Source: an optimization exercise on an open RTL-to-GDS flow (aim: small area, a short achievable clock period and few clock cycles). Production flows keep margins and buffers that such runs may drop.
Function was not checked in any run shown here: the RTL went through the layout flow alone.
Power figures rest on the tool's default switching activity, not on a simulated workload.

===== run.sh =====
#!/bin/bash
# synth_recipe.tcl (not shown) runs the flow's synth.tcl, then flattens the netlist and writes it again
# the make line also repeats each setting of config.mk as NAME=value (left out here)
make -C /OpenROAD-flow-scripts/flow DESIGN_CONFIG=/design/flow/config.mk WORK_HOME=/design/flow/orfs CLKGATE_MAP_FILE= SYNTH_SCRIPT=/design/flow/synth_recipe.tcl finish

===== config.mk =====
export PLATFORM = sky130hd
export DESIGN_NAME = symcodec_rx
export DESIGN_NICKNAME = symcodec_rx
export VERILOG_FILES = /design/flow/design.v
export SDC_FILE = /design/flow/constraint.sdc
export NUM_CORES = 4
export LEC_CHECK = 0
export ABC_AREA = 1
export CAP_MARGIN = 20
export CORE_MARGIN = 2
export CORE_UTILIZATION = 50
export SETUP_SLACK_MARGIN = 2.4
export SLEW_MARGIN = 20

===== constraint.sdc =====
create_clock -name core_clock -period 5.0 [get_ports {clk}]
set_input_delay 1.0000 -clock core_clock [delete_from_list [all_inputs] [get_ports {clk}]]
set_output_delay 1.0000 -clock core_clock [all_outputs]
set_load 0.01 [all_outputs]

===== design.v =====
`timescale 1ns/1ps
module symcodec_rx (
    input  wire        clk,
    input  wire        rst,
    input  wire        in_valid,
    output wire        in_ready,
    input  wire [63:0] in_data,     
    input  wire [3:0]  in_groups,   
    input  wire        in_last,     
    output reg         out_valid,
    output reg  [7:0]  out_byte,
    output reg  [2:0]  out_kind,    
    output reg         done,
    output wire [1:0]  res,         
    output wire [3:0]  cause,       
    output wire        chkmis,
    output wire [15:0] clean_bits,
    output wire [15:0] n_bytes,
    output wire [31:0] pre,
    output wire [15:0] len,
    output wire [7:0]  stored_chk,
    output wire [7:0]  calc_chk,
    output wire [15:0] bad_index,
    output wire [5:0]  bad_win
);
    localparam [2:0] K_PRE = 3'd0, K_LEN = 3'd1, K_PAY = 3'd2, K_CHK = 3'd3, K_TRAIL = 3'd4;
    function [4:0] dec6;
        input [5:0] cw;
        begin
            case (cw)
                6'd13: dec6 = {1'b1, 4'h0};
                6'd14: dec6 = {1'b1, 4'h1};
                6'd19: dec6 = {1'b1, 4'h2};
                6'd21: dec6 = {1'b1, 4'h3};
                6'd22: dec6 = {1'b1, 4'h4};
                6'd25: dec6 = {1'b1, 4'h5};
                6'd26: dec6 = {1'b1, 4'h6};
                6'd28: dec6 = {1'b1, 4'h7};
                6'd35: dec6 = {1'b1, 4'h8};
                6'd37: dec6 = {1'b1, 4'h9};
                6'd38: dec6 = {1'b1, 4'hA};
                6'd41: dec6 = {1'b1, 4'hB};
                6'd42: dec6 = {1'b1, 4'hC};
                6'd44: dec6 = {1'b1, 4'hD};
                6'd49: dec6 = {1'b1, 4'hE};
                6'd50: dec6 = {1'b1, 4'hF};
                default: dec6 = 5'd0;
            endcase
        end
    endfunction
    function [5:0] rev6;
        input [5:0] v;
        rev6 = {v[0], v[1], v[2], v[3], v[4], v[5]};
    endfunction
    function [7:0] join4;
        input [3:0] a;
        input [2:0] na;
        input [3:0] b;
        integer i;
        begin
            for (i = 0; i < 8; i = i + 1)
                join4[i] = (i < na) ? a[i] : (i - na < 4) ? b[i - na] : 1'b0;
        end
    endfunction
    assign in_ready = 1'b1;
    integer k, j;
    reg [7:0] s1_cl;         
    reg [7:0] s1_b;          
    reg       s1_last;
    reg [7:0] cl_in;
    always @(*) begin
        for (k = 0; k < 8; k = k + 1)
            cl_in[k] = in_valid && (in_groups > k) &&
                       ((in_data[8*k +: 8] == 8'h00) || (in_data[8*k +: 8] == 8'hFF));
    end
    always @(posedge clk) begin
        for (k = 0; k < 8; k = k + 1)
            s1_b[k] <= in_data[8*k];
        if (rst) begin
            s1_cl   <= 8'd0;
            s1_last <= 1'b0;
        end else begin
            s1_cl   <= cl_in;
            s1_last <= in_valid && in_last;
        end
    end
    reg [7:0] s2_c;          
    reg [3:0] s2_n;          
    reg       s2_last;
    reg [1:0] pb [0:3];      
    reg [1:0] pn [0:3];      
    reg [3:0] qb [0:1];      
    reg [2:0] qn [0:1];
    reg [7:0] c_cmp;
    reg [3:0] n_cmp;
    always @(*) begin
        for (k = 0; k < 4; k = k + 1) begin
            pb[k][0] = s1_cl[2*k] ? s1_b[2*k] : s1_b[2*k+1];
            pb[k][1] = s1_b[2*k+1];
            pn[k]    = {1'b0, s1_cl[2*k]} + {1'b0, s1_cl[2*k+1]};
        end
        for (k = 0; k < 2; k = k + 1) begin
            qb[k][0] = (pn[2*k] != 2'd0) ? pb[2*k][0] : pb[2*k+1][0];
            qb[k][1] = (pn[2*k] == 2'd2) ? pb[2*k][1] :
                       (pn[2*k] == 2'd1) ? pb[2*k+1][0] : pb[2*k+1][1];
            qb[k][2] = (pn[2*k] == 2'd2) ? pb[2*k+1][0] : pb[2*k+1][1];
            qb[k][3] = pb[2*k+1][1];
            qn[k]    = {1'b0, pn[2*k]} + {1'b0, pn[2*k+1]};
        end
        c_cmp = join4(qb[0], qn[0], qb[1]);
        n_cmp = {1'b0, qn[0]} + {1'b0, qn[1]};
    end
    always @(posedge clk) begin
        s2_c <= c_cmp;
        if (rst) begin
            s2_n    <= 4'd0;
            s2_last <= 1'b0;
        end else begin
            s2_n    <= n_cmp;
            s2_last <= s1_last;
        end
    end
    reg [4:0] acc;           
    reg [2:0] acc_n;         
    reg [11:0] s3_w;         
    reg        s3_g0;        
    reg        s3_b0;        
    reg        s3_g1;        
    reg        s3_b1;        
    reg [3:0]  s3_n;         
    reg        s3_last;
    reg [12:0] seq;
    reg [3:0]  tot;
    reg [1:0]  nw;
    reg [4:0]  acc_nx;
    reg [2:0]  accn_nx;
    always @(*) begin
        for (j = 0; j < 13; j = j + 1) begin
            if (j < acc_n)
                seq[j] = (j < 5) ? acc[j] : 1'b0;
            else if (j - acc_n < 8)
                seq[j] = s2_c[j - acc_n];
            else
                seq[j] = 1'b0;
        end
        tot = {1'b0, acc_n} + s2_n;
        if (tot >= 4'd12) begin
            nw      = 2'd2;
            acc_nx  = {4'd0, seq[12]};
            accn_nx = tot[2:0] - 3'd4;        
        end else if (tot >= 4'd6) begin
            nw      = 2'd1;
            acc_nx  = seq[10:6];
            accn_nx = tot[2:0] - 3'd6;        
        end else begin
            nw      = 2'd0;
            acc_nx  = seq[4:0];
            accn_nx = tot[2:0];
        end
    end
    wire [4:0] dm0 = dec6(seq[5:0]);
    wire [4:0] dm1 = dec6(seq[11:6]);
    wire       m0  = dm0[4];
    wire       m1  = dm1[4];
    always @(posedge clk) begin
        acc  <= acc_nx;
        s3_w <= seq[11:0];
        if (rst) begin
            acc_n   <= 3'd0;
            s3_g0   <= 1'b0;
            s3_b0   <= 1'b0;
            s3_g1   <= 1'b0;
            s3_b1   <= 1'b0;
            s3_n    <= 4'd0;
            s3_last <= 1'b0;
        end else begin
            acc_n   <= s2_last ? 3'd0 : accn_nx;
            s3_g0   <= (nw != 2'd0) &&  m0;
            s3_b0   <= (nw != 2'd0) && !m0;
            s3_g1   <= nw[1] && m0 &&  m1;
            s3_b1   <= nw[1] && m0 && !m1;
            s3_n    <= s2_n;
            s3_last <= s2_last;
        end
    end
    reg        aborted;
    reg        have_low;
    reg [3:0]  low_nib;
    reg [15:0] byte_cnt;
    reg [15:0] clean_cnt;
    reg [31:0] pre_r;
    reg [15:0] len_r;
    reg [7:0]  xor_r;
    reg [7:0]  stored_r;
    reg        got_chk;
    reg        mis_r;        
    reg [5:0]  bad_r;        
    reg        chk_r;
    wire        fresh   = done;
    wire        ab_b    = aborted  && !fresh;
    wire        hl_b    = have_low && !fresh;
    wire [15:0] bc_b    = fresh ? 16'd0 : byte_cnt;
    wire [15:0] cc_b    = fresh ? 16'd0 : clean_cnt;
    wire [7:0]  x_b     = fresh ? 8'd0  : xor_r;
    wire        gc_b    = got_chk  && !fresh;
    wire [5:0] w0 = s3_w[5:0];
    wire [5:0] w1 = s3_w[11:6];
    wire [4:0] d0 = dec6(w0);
    wire [4:0] d1 = dec6(w1);
    wire g0   = s3_g0 && !ab_b;
    wire g1   = s3_g1 && !ab_b;
    wire bad0 = s3_b0 && !ab_b;
    wire bad1 = s3_b1 && !ab_b;
    wire bad  = bad0 || bad1;
    wire       byte_go  = hl_b ? g0 : g1;
    wire [7:0] new_byte = hl_b ? {d0[3:0], low_nib} : {d1[3:0], d0[3:0]};
    wire        is6     = (byte_cnt == 16'd6);
    wire        ge7     = (byte_cnt[15:3] != 13'd0) || (byte_cnt[2:0] == 3'd7);
    wire        at_pre  = fresh || (byte_cnt[15:2] == 14'd0);
    wire        at_len  = !fresh && (byte_cnt[15:1] == 15'd2);
    wire        at_chk  = !fresh && !got_chk &&
                          (is6 ? (len_r == 16'd0) : (ge7 && chk_r));
    reg  [2:0]  kind;
    always @(*) begin
        if (at_pre)      kind = K_PRE;
        else if (at_len) kind = K_LEN;
        else if (gc_b)   kind = K_TRAIL;
        else if (at_chk) kind = K_CHK;
        else             kind = K_PAY;
    end
    wire ab_nx = ab_b || bad;
    wire gc_nx = gc_b || (byte_go && at_chk);
    wire clr   = s3_last && (ab_nx || !gc_nx);
    wire [7:0] wr_byte = clr ? 8'd0 : new_byte;
    always @(posedge clk) begin
        if (clr || (byte_go && bc_b == 16'd0)) pre_r[7:0]   <= wr_byte;
        if (clr || (byte_go && bc_b == 16'd1)) pre_r[15:8]  <= wr_byte;
        if (clr || (byte_go && bc_b == 16'd2)) pre_r[23:16] <= wr_byte;
        if (clr || (byte_go && bc_b == 16'd3)) pre_r[31:24] <= wr_byte;
        if (clr || (byte_go && bc_b == 16'd4)) len_r[7:0]   <= wr_byte;
        if (clr || (byte_go && bc_b == 16'd5)) len_r[15:8]  <= wr_byte;
        if (clr || (byte_go && at_chk))        stored_r     <= wr_byte;
        if (bad)
            bad_r <= bad0 ? rev6(w0) : rev6(w1);
        out_byte <= new_byte;
        if (g0 && !(hl_b ^ g1))
            low_nib <= g1 ? d1[3:0] : d0[3:0];
        out_kind <= kind;
        if (byte_go)
            chk_r <= (byte_cnt == len_r + 16'd5);
        if (rst) begin
            aborted   <= 1'b0;
            have_low  <= 1'b0;
            byte_cnt  <= 16'd0;
            clean_cnt <= 16'd0;
            xor_r     <= 8'd0;
            got_chk   <= 1'b0;
            mis_r     <= 1'b0;
            out_valid <= 1'b0;
            done      <= 1'b0;
        end else begin
            aborted   <= ab_nx;
            have_low  <= hl_b ^ g0 ^ g1;
            byte_cnt  <= bc_b + {15'd0, byte_go};
            clean_cnt <= cc_b + {12'd0, s3_n};
            if (clr)
                xor_r <= 8'd0;
            else if (byte_go && kind <= K_PAY)
                xor_r <= x_b ^ new_byte;
            else
                xor_r <= x_b;
            got_chk   <= gc_nx;
            if (clr)
                mis_r <= 1'b0;
            else if (byte_go && at_chk)
                mis_r <= (new_byte != x_b);
            out_valid <= byte_go;
            done      <= s3_last;
        end
    end
    assign res        = {aborted || !got_chk, 1'b1};
    assign cause      = aborted ? 4'd4 : !got_chk ? 4'd5 : mis_r ? 4'd3 : 4'd0;
    assign chkmis     = mis_r;
    assign clean_bits = clean_cnt;
    assign n_bytes    = byte_cnt;
    assign pre        = pre_r;
    assign len        = len_r;
    assign stored_chk = stored_r;
    assign calc_chk   = xor_r;
    assign bad_index  = {byte_cnt[14:0], have_low};
    assign bad_win    = bad_r;
endmodule

==> impl_metrics.env, run 1 <==
export IMPL_fp_dieArea_sq_um=20730
export IMPL_gp_congestion=0.9073
export IMPL_diodes=0
export IMPL_yosys_top_cells_area="dfxtp_1 25%, edfxtp_1 21%, nand2_1 8.2%, inv_1 6.1%, ha_1 5.7%"
export IMPL_post_drt_wl_per_cell_um=14.78
export IMPL_synthArstFlopShare_pct=0
export IMPL_cts_hold_buffers=0
export IMPL_numCtsBuffers=17
export IMPL_leakagePower_uw=0.005498
export IMPL_wl_um=25080
export IMPL_avgViaCountPerCell=5.100
export IMPL_yosys_most_used_dff="dfxtp_1"
export IMPL_worstPathArrival_ns=2.94
export IMPL_cts_sinks=191
export IMPL_layout_drive_gt1_share_pct=15.43
export IMPL_place_inst=1623
export IMPL_synth_warning_count=9
export IMPL_cts_root_buf="clkbuf_16"
export IMPL_p_per_area_nw_per_um2=242.6
export IMPL_area_growth_pct=36.98
export IMPL_worst_pin_slew_ns=0.8507
export IMPL_grt_overflow=0
export IMPL_netlist_cell_type_count=57
export IMPL_initial_core_util_pct=50.66
export IMPL_max_vdd_ir_drop_uv=235.5
export IMPL_slew_headroom_pct=42.66
export IMPL_finalHoldViolCount=0
export IMPL_stdcell_count=1697
export IMPL_avgSynthCellArea_sq_um=8.308
export IMPL_drc=0
export IMPL_clockBufferDepth=2
export IMPL_synth_cell_area_sq_um=9796
export IMPL_worst_ep_required_time_ns=5.32
export IMPL_fmax_mhz=381.7
export IMPL_coreArea_sq_um=19330
export IMPL_io_pins=211
export IMPL_place_hpwl_um=18800
export IMPL_rows=51
export IMPL_clkTransAtPathRegs_ns=0.08
export IMPL_grt_pass1_vias=8095
export IMPL_post_dp_cell_area_sq_um=12070
export IMPL_final_antenna_net_count=0
export IMPL_cp_end_kind="register"
export IMPL_htreeDepth=4
export IMPL_setup_viol=0
export IMPL_rsz0062_at_grt="true"
export IMPL_yosys_area_top_type="dfxtp_1"
export IMPL_synth_seq_cells=191
export IMPL_postSynthCellCount=1179
export IMPL_drt_iter0_drc=423
export IMPL_hp_class="register to register"
export IMPL_layout_min_cycle_time_ns=2.620
export IMPL_dr_pass1_iters=5
export IMPL_path_class="register to register"
export IMPL_final_area_sq_um=13420
export IMPL_dr_total_vias=8655
export IMPL_portBuffers=207
export IMPL_ys_seq_area_share_pct=45.88
export IMPL_die_w_um=144.0
export IMPL_setup_tns_final_ns=0
export IMPL_insertion_delay_ns=0.45
export IMPL_hold_slack_ns=0.4243
export IMPL_synth_edf_count=67
export IMPL_period_share_pct=52.40
export IMPL_cp_start_kind="register"
export IMPL_grt_pass1_wl_um=39120
export IMPL_grt_max_degree=29
export IMPL_max_cap_violations=0
export IMPL_fin_skew_ns=0.02177
export IMPL_maxSlewViolCount=0
export IMPL_status="timing/DRC/antenna clean"
export IMPL_antenna_found_initial=0
export IMPL_grt_usage_pct=23.94
export IMPL_synth_top_area_share_pct=25.34
export IMPL_crit_fanout=4
export IMPL_finalNetCount=1543
export IMPL_die_height_um=144.0
export IMPL_cts_tree="built"
## critical path, cell delays in order, from the launching register on
cell and delay (ns):
dfxtp_2 0.34, inv_2 0.05, ha_4 0.25, inv_2 0.04, fa_2 0.59, fa_1 0.42
inv_1 0.07, ha_2 0.18, inv_2 0.04, fa_2 0.50, nor2_1 0.04
## cells in the mapped netlist (3+ instances only)
cell and n:
a211oi_1 4, a21oi_1 54, a221oi_1 6, a31oi_1 4, buf_2 6, buf_4 22, clkbuf_1 6, dfxtp_1 124
edfxtp_1 67, fa_1 7, ha_1 45, inv_1 158, inv_2 9, mux2_2 6, nand2_1 213, nand2_2 9
nand2_4 7, nand3_1 61, nand3_2 3, nand4_1 29, nor2_1 144, nor2_2 5, nor3_1 14, nor3_2 6
nor4_1 22, o21ai_0 51, o21ai_1 8, o21ai_2 4, o22ai_1 9, or2_2 4, xnor2_1 7, xor2_1 30
## cells in the final DEF (no fill, tap or decap), drive strengths merged, types with 2 or more instances in the layout
cell / instances
nand2: 229
clkdlybuf4s50: 203
inv: 179
nor2: 150
dfxtp: 124
edfxtp: 67
nand3: 64
o21ai: 63
a21oi: 55
buf: 46
ha: 45
xor2: 30
nand4: 30
nor4: 23
nor3: 20
clkbuf: 19
o22ai: 9
xnor2: 7
or2: 7
fa: 7
mux2: 6
clkinv: 6
a221oi: 6
a31oi: 4
a211oi: 4
conb: 3
o211ai: 3
o31ai: 3
a22o: 2
nand3b: 2
o41ai: 2
a22oi: 2
o21a: 2
dlygate4sd2: 2
dlymetal6s2s: 2
## per-stage QoR
stage | worst slack [ns] | utilization [%] | total power (uW)
floorplan | 2.383 | - | 1740
global placement | 1.652 | 62.38 | 1833
detailed placement | 1.579 | 62.40 | 1835
CTS | 2.368 | 66.93 | 3260
global route | 2.239 | 69.40 | 3361
finish | 2.380 | 69.40 | 3255
## layer usage
metal	vias to the layer above	part of all wire [%]	global-route usage, %
met5	-	0	0
met4	0	1.8	7.688
met3	38	4.6	3.411
met2	247	51	43.88
met1	3985	43	28.92
li1	4385	-	-
## layout make-up
type / instances / area [sq um]
Timing Repair Buffer: 255 / 2465
Inverter: 170 / 675.6
Fill cell: 1567 / 5917
Clock inverter: 15 / 221.5
Multi-Input combinational cell: 784 / 4782
Clock buffer: 17 / 425.4
Tap cell: 265 / 331.6
Sequential cell: 191 / 4517
## sequential cells by signal (all words and copies together) (netlist names), 12 cells and up
| register | count |
|---|---|
| len_r | 16 |
| clean_cnt | 16 |
| pre_r | 32 |
| byte_cnt | 16 |
| s3_w | 12 |
## power by group
part	internal (uW)	total (uW)	switching, uW	leakage [uW]
sequential	1610	1620	8.64	0.00163
combinational	101	198	97.4	0.00355
clock	711	1440	724	0.000309
## final timing paths
check	to	slack [ns]	cells after the start	from
max	s2_n[1]	2.38	10	s1_cl[0]
min	s2_last	0.42	2	s1_last
max reg2reg	s2_n[1]	2.38	10	s1_cl[0]
min reg2reg	s2_last	0.42	2	s1_last
## cell families (layout without fill, tap and decap cells)
group	after synthesis	after routing	share of synthesized area, %
flip-flops	191	191	45.88
buffers and inverters	205	457	8.903
XOR/XNOR	37	37	3.308
adder cells (fa/ha/maj)	52	52	7.178
AND/OR/NAND/NOR	527	527	24.50
multiplexers	6	6	0.6897
AO/OA/AOI/OAI	159	159	9.465
other	2	3	0.07667
## timing repair
item	in CTS	in global routing
resized for setup	39	75
pin swaps	7	20
setup endpoints to repair	163	152
buffers inserted	14	28
==> run 2, diff against run 1 <==
==> flow/run.sh (new file) <==
#!/bin/bash
# Standard ORFS layout (standard.sh: the standard flow's synthesis, floorplan, place, CTS,
# route, finish) with one change: the buffers that buffer_ports puts on every
# input and output port are sky130_fd_sc_hd__buf_1 cells instead of the
# default pick. The full make output goes to standard.log in this folder;
# each ORFS step's own log stays under orfs/logs/.
set -euo pipefail
export BUFFER_PORTS_ARGS="-buffer_cell sky130_fd_sc_hd__buf_1"
bash standard.sh > standard.log 2>&1
==> standard.sh (new file) <==
#!/bin/bash
# synth_recipe.tcl (not shown) runs the flow's synth.tcl, then flattens the netlist and writes it again
# the make line also repeats each setting of config.mk as NAME=value (left out here)
make -C /OpenROAD-flow-scripts/flow DESIGN_CONFIG=/design/flow/config.mk WORK_HOME=/design/flow/orfs CLKGATE_MAP_FILE= SYNTH_SCRIPT=/design/flow/synth_recipe.tcl "${@:-finish}"
--- a/config.mk
+++ b/config.mk
@@ -9,5 +9,4 @@
 export CAP_MARGIN = 20
 export CORE_MARGIN = 2
 export CORE_UTILIZATION = 50
-export SETUP_SLACK_MARGIN = 2.4
 export SLEW_MARGIN = 20
removed: run.sh
==> impl_metrics.env, run 2 <==
export IMPL_final_common_cell="nand2_1"
export IMPL_layout_min_cycle_time_ns=3.501
export IMPL_synth_edf_count=67
export IMPL_numCtsBuffers=17
export IMPL_synth_cell_area_sq_um=9796
export IMPL_antenna_found_initial=0
export IMPL_status="timing/DRC/antenna clean"
export IMPL_ys_seq_area_share_pct=45.88
export IMPL_cts_root_buf="clkbuf_16"
export IMPL_setup_tns_final_ns=0
export IMPL_maxSlewViolCount=0
export IMPL_wl_um=22800
export IMPL_switching_share_pct=25.80
export IMPL_crit_fanout=23
export IMPL_place_ws_ns=1.505
export IMPL_crit_buf_inv=1
export IMPL_fin_skew_ns=0.01253
export IMPL_postSynthCellCount=1179
export IMPL_cp_start_kind="register"
export IMPL_cp_top_family="simple AND/OR/NAND/NOR gates"
export IMPL_dr_pass1_iters=5
export IMPL_p_clk_share_pct=45.1
export IMPL_whs_path_depth=2
export IMPL_fp_dieArea_sq_um=20730
export IMPL_synth_top_area_share_pct=25.34
export IMPL_synth_most_common_cell="nand2_1"
export IMPL_grt_pass1_wl_um=35980
export IMPL_gp_congestion=0.8974
export IMPL_seqPwrFrac_pct=50.7
export IMPL_worstPathArrival_ns=3.84
export IMPL_clockBufferDepth=2
export IMPL_grt_usage_pct=22.09
export IMPL_cp_end_kind="register"
export IMPL_synthTopCellsByCount="213 x nand2_1, 158 x inv_1, 144 x nor2_1"
export IMPL_multi_input_area_sq_um=4441
export IMPL_portBuffers=207
export IMPL_crit_cells=14
export IMPL_coreArea_sq_um=19330
export IMPL_synth_warning_count=9
export IMPL_p_per_area_nw_per_um2=281.4
export IMPL_drc=0
export IMPL_htreeDepth=4
export IMPL_synthArstFlopShare_pct=0
export IMPL_largest_register_ffs=32
export IMPL_avgViaCountPerCell=4.996
export IMPL_grt_max_degree=29
export IMPL_fin_ws_ns=1.499
export IMPL_die_w_um=144.0
export IMPL_layout_common_cells="213 x nand2_1, 207 x buf_1, 158 x inv_1"
export IMPL_max_vdd_ir_drop_uv=237.7
export IMPL_cts_resized=0
export IMPL_internal_power_uw=2374
export IMPL_die_height_um=144.0
export IMPL_rsz0062_at_grt="false"
export IMPL_top_register="pre_r"
export IMPL_worst_pin_slew_ns=0.9852
export IMPL_yosys_top_cells_area="dfxtp_1 25%, edfxtp_1 21%, nand2_1 8.2%, inv_1 6.1%, ha_1 5.7%"
export IMPL_post_drt_wl_per_cell_um=13.79
export IMPL_netlist_cell_type_count=57
export IMPL_fmax_mhz=285.6
export IMPL_power_total_uw=3200
export IMPL_hp_class="register to register"
export IMPL_worst_ep_required_time_ns=5.34
export IMPL_cp_slowest_cell="dfxtp_1"
export IMPL_slew_headroom_pct=33.60
export IMPL_path_class="register to register"
export IMPL_rows=51
export IMPL_max_cap_violations=0
export IMPL_yosys_most_used_dff="dfxtp_1"
export IMPL_stdcell_count=1654
export IMPL_ff_latch_area_sq_um=4494
export IMPL_crit_chain="inv_2 -> nand2_1 -> nand3_1 -> o21ai_2 -> ha_1 -> ha_1 -> nand2_1 -> nor2_1 -> nand4_1 -> nor3_1 -> nand3_1 -> nor2_1 -> a21oi_1 -> o21a_1"
export IMPL_critical_path_max_stage_delay_ns=0.94
export IMPL_layout_drive_gt1_share_pct=7.127
export IMPL_area_growth_pct=16.07
export IMPL_diodes=0
export IMPL_grt_pass1_vias=7483
export IMPL_grt_overflow=0
export IMPL_r2r_slack_ns=1.50
export IMPL_cts_sinks=191
export IMPL_place_inst=1622
export IMPL_insertion_delay_ns=0.44
export IMPL_setup_viol=0
export IMPL_io_pins=211
export IMPL_synth_seq_cells=191
export IMPL_leakagePower_uw=0.004702
export IMPL_drt_iter0_drc=441
export IMPL_initial_core_util_pct=50.66
export IMPL_period_share_pct=70.03
export IMPL_nFillCells=1811
export IMPL_cts_tree="built"
export IMPL_place_hpwl_um=17810
export IMPL_avgSynthCellArea_sq_um=8.308
export IMPL_clkTransAtPathRegs_ns=0.09
export IMPL_finalNetCount=1500
export IMPL_combPwrFrac_pct=4.2
export IMPL_rr_worst_depth=14
export IMPL_switchingPower_uw=825.4
export IMPL_final_antenna_net_count=0
export IMPL_postCtsSetupRepairBufs=0
export IMPL_dr_total_vias=8263
export IMPL_finalHoldViolCount=0
export IMPL_cts_hold_buffers=0
export IMPL_yosys_area_top_type="dfxtp_1"
run 2: cell type report:
| class | instances | area share (%) |
|---|---|---|
| multi-input cells | 784 | 39.06 |
| repair buffers | 212 | 7.164 |
| inverters | 170 | 5.656 |
| clock buffers | 17 | 3.742 |
| well taps | 265 | 2.916 |
| clock inverters | 15 | 1.937 |
| flip-flops and latches | 191 | 39.53 |
run 2: worst paths after layout:
kind	start	to
min	s1_last	s2_last
max	done	byte_cnt[14]
min reg2reg	s1_last	s2_last
max reg2reg	done	byte_cnt[14]
run 2: cells by family (layout without fill, tap and decap cells):
| group | count (synthesis) | in the layout | share of synthesized area [%] |
|---|---|---|---|
| and+or+nand+nor | 527 | 527 | 24.50 |
| buffers and inverters | 205 | 414 | 8.903 |
| DFF | 191 | 191 | 45.88 |
| AOI/OAI and AO/OA | 159 | 159 | 9.465 |
| adders and majority gates | 52 | 52 | 7.178 |
| xor gates and xnor gates | 37 | 37 | 3.308 |
| muxes | 6 | 6 | 0.6897 |
| other | 2 | 3 | 0.07667 |
run 2: power by group through the flow:
| stage | sequential [uW] | clock [uW] | combinational, uW |
|---|---|---|---|
| 5_1_grt | 1630 | 1530 | 153 |
| 3_3_place_gp | 1660 | 0 | 132 |
| 6_report | 1620 | 1440 | 134 |
| 2_1_floorplan | 1660 | 0 | 81.1 |
| 4_1_cts | 1620 | 1470 | 134 |
| 3_5_place_dp | 1660 | 0 | 134 |
run 2: tightest hold or removal path, stage by stage (launching register included):
cell and delay [ns]:
dfxtp_1 0.30, inv_1 0.05, nor2_1 0.03
run 2: per-layer routing:
| layer | GRT usage [%] | share of wire [%] |
|---|---|---|
| met4 | 5.366 | 1.0 |
| met5 | 0 | 0 |
| met3 | 3.477 | 4.1 |
| met2 | 39.80 | 50 |
| met1 | 27.77 | 45 |
run 2: per-stage QoR:
step	hold WS [ns]	utilization [%]	instance area, sq um
final	0.4176	58.80	11370
after global routing	0.4458	58.80	11370
after CTS	0.4271	58.80	11370
after detailed placement	0.4215	55.46	10720
after global placement	0.4194	55.46	10720
after floorplan	0.3883	-	9799
==> run 3, diff against run 2 <==
--- a/design.v
+++ b/design.v
@@ -24,28 +24,16 @@
     output wire [5:0]  bad_win
 );
     localparam [2:0] K_PRE = 3'd0, K_LEN = 3'd1, K_PAY = 3'd2, K_CHK = 3'd3, K_TRAIL = 3'd4;
+    localparam [95:0] SYMTAB = {6'd50, 6'd49, 6'd44, 6'd42, 6'd41, 6'd38, 6'd37, 6'd35,
+                                6'd28, 6'd26, 6'd25, 6'd22, 6'd21, 6'd19, 6'd14, 6'd13};
     function [4:0] dec6;
         input [5:0] cw;
+        integer i;
         begin
-            case (cw)
-                6'd13: dec6 = {1'b1, 4'h0};
-                6'd14: dec6 = {1'b1, 4'h1};
-                6'd19: dec6 = {1'b1, 4'h2};
-                6'd21: dec6 = {1'b1, 4'h3};
-                6'd22: dec6 = {1'b1, 4'h4};
-                6'd25: dec6 = {1'b1, 4'h5};
-                6'd26: dec6 = {1'b1, 4'h6};
-                6'd28: dec6 = {1'b1, 4'h7};
-                6'd35: dec6 = {1'b1, 4'h8};
-                6'd37: dec6 = {1'b1, 4'h9};
-                6'd38: dec6 = {1'b1, 4'hA};
-                6'd41: dec6 = {1'b1, 4'hB};
-                6'd42: dec6 = {1'b1, 4'hC};
-                6'd44: dec6 = {1'b1, 4'hD};
-                6'd49: dec6 = {1'b1, 4'hE};
-                6'd50: dec6 = {1'b1, 4'hF};
-                default: dec6 = 5'd0;
-            endcase
+            dec6 = 5'd0;
+            for (i = 0; i < 16; i = i + 1)
+                if (cw == SYMTAB[6*i +: 6])
+                    dec6 = dec6 | {1'b1, i[3:0]};
         end
     endfunction
     function [5:0] rev6;
@@ -200,7 +188,8 @@
     wire        ab_b    = aborted  && !fresh;
     wire        hl_b    = have_low && !fresh;
     wire [15:0] bc_b    = fresh ? 16'd0 : byte_cnt;
-    wire [15:0] cc_b    = fresh ? 16'd0 : clean_cnt;
+    wire [15:0] byte_inc  = byte_cnt + 16'd1;
+    wire [15:0] clean_sum = clean_cnt + {12'd0, s3_n};
     wire [7:0]  x_b     = fresh ? 8'd0  : xor_r;
     wire        gc_b    = got_chk  && !fresh;
     wire [5:0] w0 = s3_w[5:0];
@@ -261,8 +250,8 @@
         end else begin
             aborted   <= ab_nx;
             have_low  <= hl_b ^ g0 ^ g1;
-            byte_cnt  <= bc_b + {15'd0, byte_go};
-            clean_cnt <= cc_b + {12'd0, s3_n};
+            byte_cnt  <= fresh ? {15'd0, byte_go} : byte_go ? byte_inc : byte_cnt;
+            clean_cnt <= fresh ? {12'd0, s3_n} : clean_sum;
             if (clr)
                 xor_r <= 8'd0;
             else if (byte_go && kind <= K_PAY)
--- a/config.mk
+++ b/config.mk
@@ -9,4 +9,5 @@
 export CAP_MARGIN = 20
 export CORE_MARGIN = 2
 export CORE_UTILIZATION = 50
+export SETUP_SLACK_MARGIN = 2.6
 export SLEW_MARGIN = 20
==> impl_metrics.env, run 3 <==
export IMPL_worstPathArrival_ns=2.88
export IMPL_crit_chain="inv_2 -> ha_4 -> inv_4 -> fa_2 -> fa_1 -> inv_2 -> ha_4 -> inv_2 -> fa_2 -> nor2_1"
export IMPL_layout_min_cycle_time_ns=2.553
export IMPL_place_inst=1716
export IMPL_finalHoldViolCount=0
export IMPL_synth_simple_gate_area_share_pct=29.82
export IMPL_synth_most_common_cell="nand2_1"
export IMPL_synth_cell_area_sq_um=9923
export IMPL_fp_dieArea_sq_um=20990
export IMPL_synth_warning_count=9
export IMPL_path_class="register to register"
export IMPL_ys_seq_area_share_pct=43.68
export IMPL_max_cap_violations=0
export IMPL_yosys_most_used_dff="dfxtp_1"
export IMPL_final_common_cell="nand2_1"
export IMPL_max_vdd_ir_drop_uv=234.2
export IMPL_grt_usage_pct=24.07
export IMPL_drt_iter0_drc=447
export IMPL_synth_xor_area_share_pct=2.433
export IMPL_synthTopCellsByCount="296 x nand2_1, 164 x inv_1, 154 x nor2_1"
export IMPL_regToRegStartpoint="s1_cl[0]"
export IMPL_portBuffers=207
export IMPL_gp_congestion=0.8807
export IMPL_worst_path_most_repeated_cell="inv_2"
export IMPL_post_drt_wl_per_cell_um=14.00
export IMPL_setup_viol=0
export IMPL_synth_top_family_by_area="simple AND/OR/NAND/NOR gates"
export IMPL_cp_top_family="adder cells"
export IMPL_nFillCells=1810
export IMPL_coreArea_sq_um=19460
export IMPL_critical_path_max_stage_delay_ns=0.56
export IMPL_crit_buf_inv=4
export IMPL_largest_register_ffs=32
export IMPL_wl_um=25090
export IMPL_finalNetCount=1631
export IMPL_startpoint="s1_cl[0]"
export IMPL_area_growth_pct=23.26
export IMPL_period_share_pct=51.06
export IMPL_synthArstFlopShare_pct=0
export IMPL_postSynthCellCount=1273
export IMPL_yosys_top_cells_area="dfxtp_1 23%, edfxtp_1 20%, nand2_1 11%, inv_1 6.2%, nor2_1 5.8%"
export IMPL_io_pins=211
export IMPL_clkTransAtPathRegs_ns=0.08
export IMPL_synth_seq_cells=183
export IMPL_initial_core_util_pct=50.99
export IMPL_synth_edf_count=67
export IMPL_top_register="pre_r"
export IMPL_cp_start_kind="register"
export IMPL_grt_pass1_vias=8201
export IMPL_drc=0
export IMPL_synthAdderAreaFrac_pct=6.204
export IMPL_setup_tns_final_ns=0
export IMPL_netlist_cell_type_count=58
export IMPL_grt_max_degree=24
export IMPL_leakagePower_uw=0.005229
export IMPL_grt_overflow=0
export IMPL_hold_slack_ns=0.4268
export IMPL_final_antenna_net_count=0
export IMPL_diodes=0
export IMPL_status="timing/DRC/antenna clean"
export IMPL_die_w_um=144.9
export IMPL_fmax_mhz=391.7
export IMPL_numCtsBuffers=17
export IMPL_hp_class="register to register"
export IMPL_place_hpwl_um=18720
export IMPL_antenna_found_initial=0
export IMPL_cts_sinks=183
export IMPL_yosys_area_top_type="dfxtp_1"
export IMPL_layout_drive_gt1_share_pct=15.06
export IMPL_synth_compound_area_share_pct=8.662
export IMPL_dr_total_vias=8986
export IMPL_cp_slowest_cell="fa_2"
export IMPL_synth_top_area_share_pct=23.40
export IMPL_fin_util_pct=62.85
export IMPL_stdcell_count=1792
export IMPL_rows=51
export IMPL_rsz0062_at_grt="true"
export IMPL_die_height_um=144.9
export IMPL_synth_mux_area_share_pct=0.1009
export IMPL_crit_fanout=3
export IMPL_p_per_area_nw_per_um2=255.3
export IMPL_grt_pass1_wl_um=39770
export IMPL_insertion_delay_ns=0.44
export IMPL_avgViaCountPerCell=5.015
export IMPL_holdCritStartpoint="s2_last"
export IMPL_maxSlewViolCount=0
export IMPL_cts_root_buf="clkbuf_16"
export IMPL_cp_end_kind="register"
export IMPL_worst_ep_required_time_ns=5.33
export IMPL_layout_common_cells="275 x nand2_1, 207 x buf_1, 147 x inv_1"
export IMPL_avgSynthCellArea_sq_um=7.795
export IMPL_clockBufferDepth=2
export IMPL_dr_pass1_iters=5
export IMPL_fin_skew_ns=0.01342
export IMPL_power_total_uw=3123
export IMPL_htreeDepth=4
export IMPL_cts_tree="built"
run 3: cell types whose count changed after synthesis, sizes merged, moves of 7 or more:
cell	before	now
ha	45	38
xor2	30	15
nor2	150	165
nand3	64	99
nand2	229	311
dfxtp	124	116
o22ai	9	2
run 3: path summary, 6_finish.rpt:
path | slack [ns] | endpoint | cells past startpoint
max reg2reg | 2.45 | s2_n[1] | 10
min reg2reg | 0.43 | s3_last | 2
min | 0.43 | s3_last | 2
max | 2.45 | s2_n[1] | 10
run 3: cell families (layout without fill, tap and decap cells):
group | count (synthesis) | after routing
xor gates and xnor gates | 26 | 26
buffers and inverters | 207 | 459
and+or+nand+nor | 656 | 657
muxes | 1 | 1
DFF | 183 | 183
adders and majority gates | 45 | 45
AOI/OAI and AO/OA | 153 | 153
other | 2 | 3
run 3: cell type report:
class / instances / area [sq um] / share of cell area [%]
clock buffer: 17 / 425.4 / 3.478
clock inverter: 15 / 216.5 / 1.770
inverter: 172 / 673.1 / 5.503
multi-input combinational: 885 / 5067 / 41.43
sequential: 183 / 4353 / 35.59
tap: 265 / 331.6 / 2.711
timing repair buffer: 255 / 1165 / 9.523
run 3: metrics by stage:
| stage | setup slack (ns) | instance area, sq um |
|---|---|---|
| after floorplan | 2.492 | 9947 |
| after global placement | 1.948 | 10840 |
| after detailed placement | 1.939 | 10840 |
| after CTS | 2.409 | 11750 |
| after global routing | 2.361 | 12230 |
| final | 2.447 | 12230 |
run 3: worst min-delay path, cell delays in order (launching register included):
cell     delay, ns
dfxtp_1       0.30
inv_1         0.06
nor2_1        0.04
run 3: timing repair:
item,CTS,global route
setup buffers,14,29
setup endpoints to repair,149,128
gates cloned,1,0
resized for setup,43,78
pin swaps,4,32
hold buffers,0,0
run 3: power by group:
group,internal [uW],leakage [uW],total [uW],switching (uW)
clock network,705,0.000307,1420,716
logic,50.5,0.00335,141,90.0
registers,1550,0.00157,1560,12.6
run 3: layer usage:
metal / vias up / global-route usage (%) / wire, um
li1: 4626 / - / -
met1: 4124 / 31.68 / 11520
met2: 213 / 41.26 / 12140
met3: 23 / 4.014 / 1110
met4: 0 / 6.183 / 311
met5: - / 0 / 0
==> run 4, diff against run 3 <==
--- a/config.mk
+++ b/config.mk
@@ -9,5 +9,5 @@
 export CAP_MARGIN = 20
 export CORE_MARGIN = 2
 export CORE_UTILIZATION = 50
-export SETUP_SLACK_MARGIN = 2.6
+export SETUP_SLACK_MARGIN = 2.8
 export SLEW_MARGIN = 20
==> impl_metrics.env, run 4 <==
export IMPL_status="timing/DRC/antenna clean"
export IMPL_dr_pass1_iters=4
export IMPL_cp_slowest_cell="fa_2"
export IMPL_htreeDepth=4
export IMPL_holdCritStartpoint="s1_last"
export IMPL_nFillCells=1771
export IMPL_place_hpwl_um=18610
export IMPL_seqPwrFrac_pct=49.9
export IMPL_finalHoldViolCount=0
export IMPL_insertion_delay_ns=0.44
export IMPL_regToRegStartpoint="s1_cl[0]"
export IMPL_grt_overflow=0
export IMPL_gp_congestion=0.8452
export IMPL_initial_core_util_pct=50.99
export IMPL_slew_headroom_pct=58.95
export IMPL_area_growth_pct=27.42
export IMPL_synth_top_area_share_pct=23.40
export IMPL_setup_tns_final_ns=0
export IMPL_yosys_most_used_dff="dfxtp_1"
export IMPL_numCtsBuffers=17
export IMPL_fp_dieArea_sq_um=20990
export IMPL_path_class="register to register"
export IMPL_layout_min_cycle_time_ns=2.575
export IMPL_diodes=0
export IMPL_period_share_pct=51.51
export IMPL_fin_skew_ns=0.01619
export IMPL_switching_share_pct=26.08
export IMPL_r2r_slack_ns=2.42
export IMPL_grt_pass1_vias=8190
export IMPL_ys_seq_area_share_pct=43.68
export IMPL_setup_viol=0
export IMPL_final_common_cell="nand2_1"
export IMPL_rows=51
export IMPL_yosys_area_top_type="dfxtp_1"
export IMPL_rsz0062_at_grt="true"
export IMPL_worst_ep_required_time_ns=5.31
export IMPL_worstReg2RegEnd="s2_n[1]"
export IMPL_drc=0
export IMPL_hold_path_end="s2_last"
export IMPL_hp_class="register to register"
export IMPL_rr_worst_depth=10
export IMPL_p_per_area_nw_per_um2=247.3
export IMPL_clkTransAtPathRegs_ns=0.08
export IMPL_drt_iter0_drc=373
export IMPL_p_clk_share_pct=45.3
export IMPL_worst_pin_slew_ns=0.6150
export IMPL_antenna_found_initial=0
export IMPL_finalNetCount=1653
export IMPL_dr_total_vias=9057
export IMPL_avgViaCountPerCell=4.993
export IMPL_synthTopCellsByCount="296 x nand2_1, 164 x inv_1, 154 x nor2_1"
export IMPL_final_area_sq_um=12640
export IMPL_crit_fanout=2
export IMPL_critical_path_max_stage_delay_ns=0.55
export IMPL_cts_tree="built"
export IMPL_synthArstFlopShare_pct=0
export IMPL_crit_buf_inv=4
export IMPL_post_dp_cell_area_sq_um=10840
export IMPL_whs_path_depth=2
export IMPL_synth_warning_count=9
export IMPL_grt_usage_pct=23.75
export IMPL_post_drt_wl_per_cell_um=13.84
export IMPL_switchingPower_uw=815.2
export IMPL_layout_common_cells="271 x nand2_1, 204 x buf_1, 145 x inv_1"
export IMPL_coreArea_sq_um=19460
export IMPL_combPwrFrac_pct=4.8
export IMPL_cp_end_kind="register"
export IMPL_worstPathArrival_ns=2.89
export IMPL_max_cap_violations=0
export IMPL_grt_pass1_wl_um=39380
export IMPL_cts_sinks=183
export IMPL_maxSlewViolCount=0
export IMPL_cts_root_buf="clkbuf_16"
export IMPL_max_vdd_ir_drop_uv=211.9
export IMPL_netlist_cell_type_count=58
export IMPL_portBuffers=207
export IMPL_crit_chain="inv_2 -> ha_4 -> inv_4 -> fa_2 -> fa_1 -> inv_1 -> ha_4 -> inv_2 -> fa_2 -> nor2_1"
export IMPL_layout_drive_gt1_share_pct=18.53
export IMPL_cp_top_family="adder cells"
export IMPL_wl_um=25110
export IMPL_cp_start_kind="register"
export IMPL_die_height_um=144.9
export IMPL_synth_cell_area_sq_um=9923
export IMPL_ff_latch_area_sq_um=4365
export IMPL_top_register="pre_r"
export IMPL_internal_power_uw=2311
export IMPL_largest_register_ffs=32
export IMPL_cts_hold_buffers=0
export IMPL_yosys_top_cells_area="dfxtp_1 23%, edfxtp_1 20%, nand2_1 11%, inv_1 6.2%, nor2_1 5.8%"
export IMPL_multi_input_area_sq_um=5254
export IMPL_io_pins=211
export IMPL_postSynthCellCount=1273
export IMPL_die_w_um=144.9
export IMPL_synth_most_common_cell="nand2_1"
export IMPL_grt_max_degree=24
export IMPL_fmax_mhz=388.3
export IMPL_avgSynthCellArea_sq_um=7.795
export IMPL_leakagePower_uw=0.005392
export IMPL_synth_edf_count=67
export IMPL_synth_seq_cells=183
export IMPL_clockBufferDepth=2
export IMPL_final_antenna_net_count=0
run 4: changes by cell type in the layout (fill, tap and decap cells not counted), moves of 4 or more:
| cell | change |
|---|---|
| dfxtp_2 | +7 |
| o21ai_4 | +4 |
| o21ai_1 | +5 |
| nor2_1 | -7 |
| buf_6 | +11 |
| o21ai_0 | -8 |
| nand2_1 | -4 |
| dfxtp_1 | -8 |
| buf_4 | +12 |
| nor2_4 | +4 |
| ha_1 | -5 |
run 4: routing by layer:
| layer | wire length, um | global-route usage [%] | vias up |
|---|---|---|---|
| met4 | 366 | 7.665 | 0 |
| met1 | 11660 | 31.62 | 4156 |
| met2 | 12170 | 39.90 | 200 |
| met3 | 915 | 3.422 | 21 |
| li1 | - | - | 4680 |
| met5 | 0 | 0 | - |
run 4: how the worst max path moves through the flow:
stage / to / cells past startpoint / startpoint / slack (ns)
final: s2_n[1] / 10 / s1_cl[0] / 2.42
after global routing: s2_n[2] / 11 / s1_cl[0] / 2.35
after detailed placement: pre_r[10] / 7 / done / 1.85
after floorplan: s2_n[1] / 10 / s1_cl[0] / 2.49
after global placement: len_r[9] / 7 / done / 1.92
after CTS: s2_n[1] / 10 / s1_cl[0] / 2.40
run 4: cells by family after synthesis:
group | share of synthesized area, %
simple gates | 29.82
buf+inv | 9.028
flops | 43.68
compound gates | 8.662
fa+ha+maj | 6.204
xor+xnor | 2.433
other cells | 0.07568
mux | 0.1009
run 4: worst reg2reg max path, stage by stage (launching register included):
cell     delay, ns
dfxtp_2       0.34
inv_2         0.05
ha_4          0.26
inv_4         0.03
fa_2          0.55
fa_1          0.41
inv_1         0.10
ha_4          0.13
inv_2         0.03
fa_2          0.50
nor2_1        0.04
run 4: through the flow:
stage                     hold WS [ns]  total power, uW  util, %  setup slack (ns)  instances
after global placement          0.3956             1725    55.71             1.920       1714
final                           0.4077             3126    64.97             2.425       1814
after floorplan                 0.3883             1673        -             2.493       1274
after CTS                       0.4108             3134    61.39             2.401       1777
after detailed placement        0.4004             1726    55.71             1.845       1714
after global routing            0.4363             3236    64.97             2.352       1814
run 4: what timing repair did:
item                                    4_1_cts  5_1_grt
pin swaps                                    19       42
cloned                                        0        1
endpoints found under the setup margin      167      174
gates resized for setup                      73      120
buffers inserted                             31       36
run 4: power groups by stage:
stage | Clock (uW) | Combinational, uW | Sequential (uW)
2_1_floorplan | 0 | 76.5 | 1600
3_3_place_gp | 0 | 128 | 1600
3_5_place_dp | 0 | 129 | 1600
4_1_cts | 1440 | 134 | 1560
5_1_grt | 1500 | 169 | 1560
6_report | 1420 | 149 | 1560
run 4: final cells by class:
cell class              instances  area share (%)
inverters                     172           5.373
flip-flops and latches        183           34.52
multi-input cells             885           41.55
clock buffers                  17           3.364
well taps                     265           2.622
clock inverters                15           1.672
repair buffers                277           10.89

[static timing again, ports no longer ideal]
Ports are ideal in the flow. The routed layouts listed here were re-timed in OpenROAD.
Step 1, drivers: a clkbuf_16 drives clk and a buf_2 each remaining input, both assumed.
Step 2 times the ports against the registers' clock, not the clock port: input delays grow and output delays shrink by t, the midpoint of the rising clock arrivals with the driver on.
Slacks: ideal / step 1 / step 2; pairs: ideal / step 1.
run	t, ns	setup WS [ns]	clock arrival spread, ns	worst data-port slew with drivers (ns)	cell pins on the clock port's net
run 1	0.479	2.380 / 2.380 / 2.380	0.022 / 0.022	0.04	1
run 2	0.475	1.499 / 1.499 / 1.499	0.013 / 0.013	0.04	1
run 3	0.484	2.447 / 2.447 / 2.447	0.014 / 0.014	0.05	1
run 4	0.476	2.425 / 2.425 / 2.381	0.020 / 0.019	0.05	1
After both steps setup and hold are still met in every run listed. For run 4, which loses most, drivers alone change the setup slack by 0.000 ns; drivers and shift together by -0.044 ns.
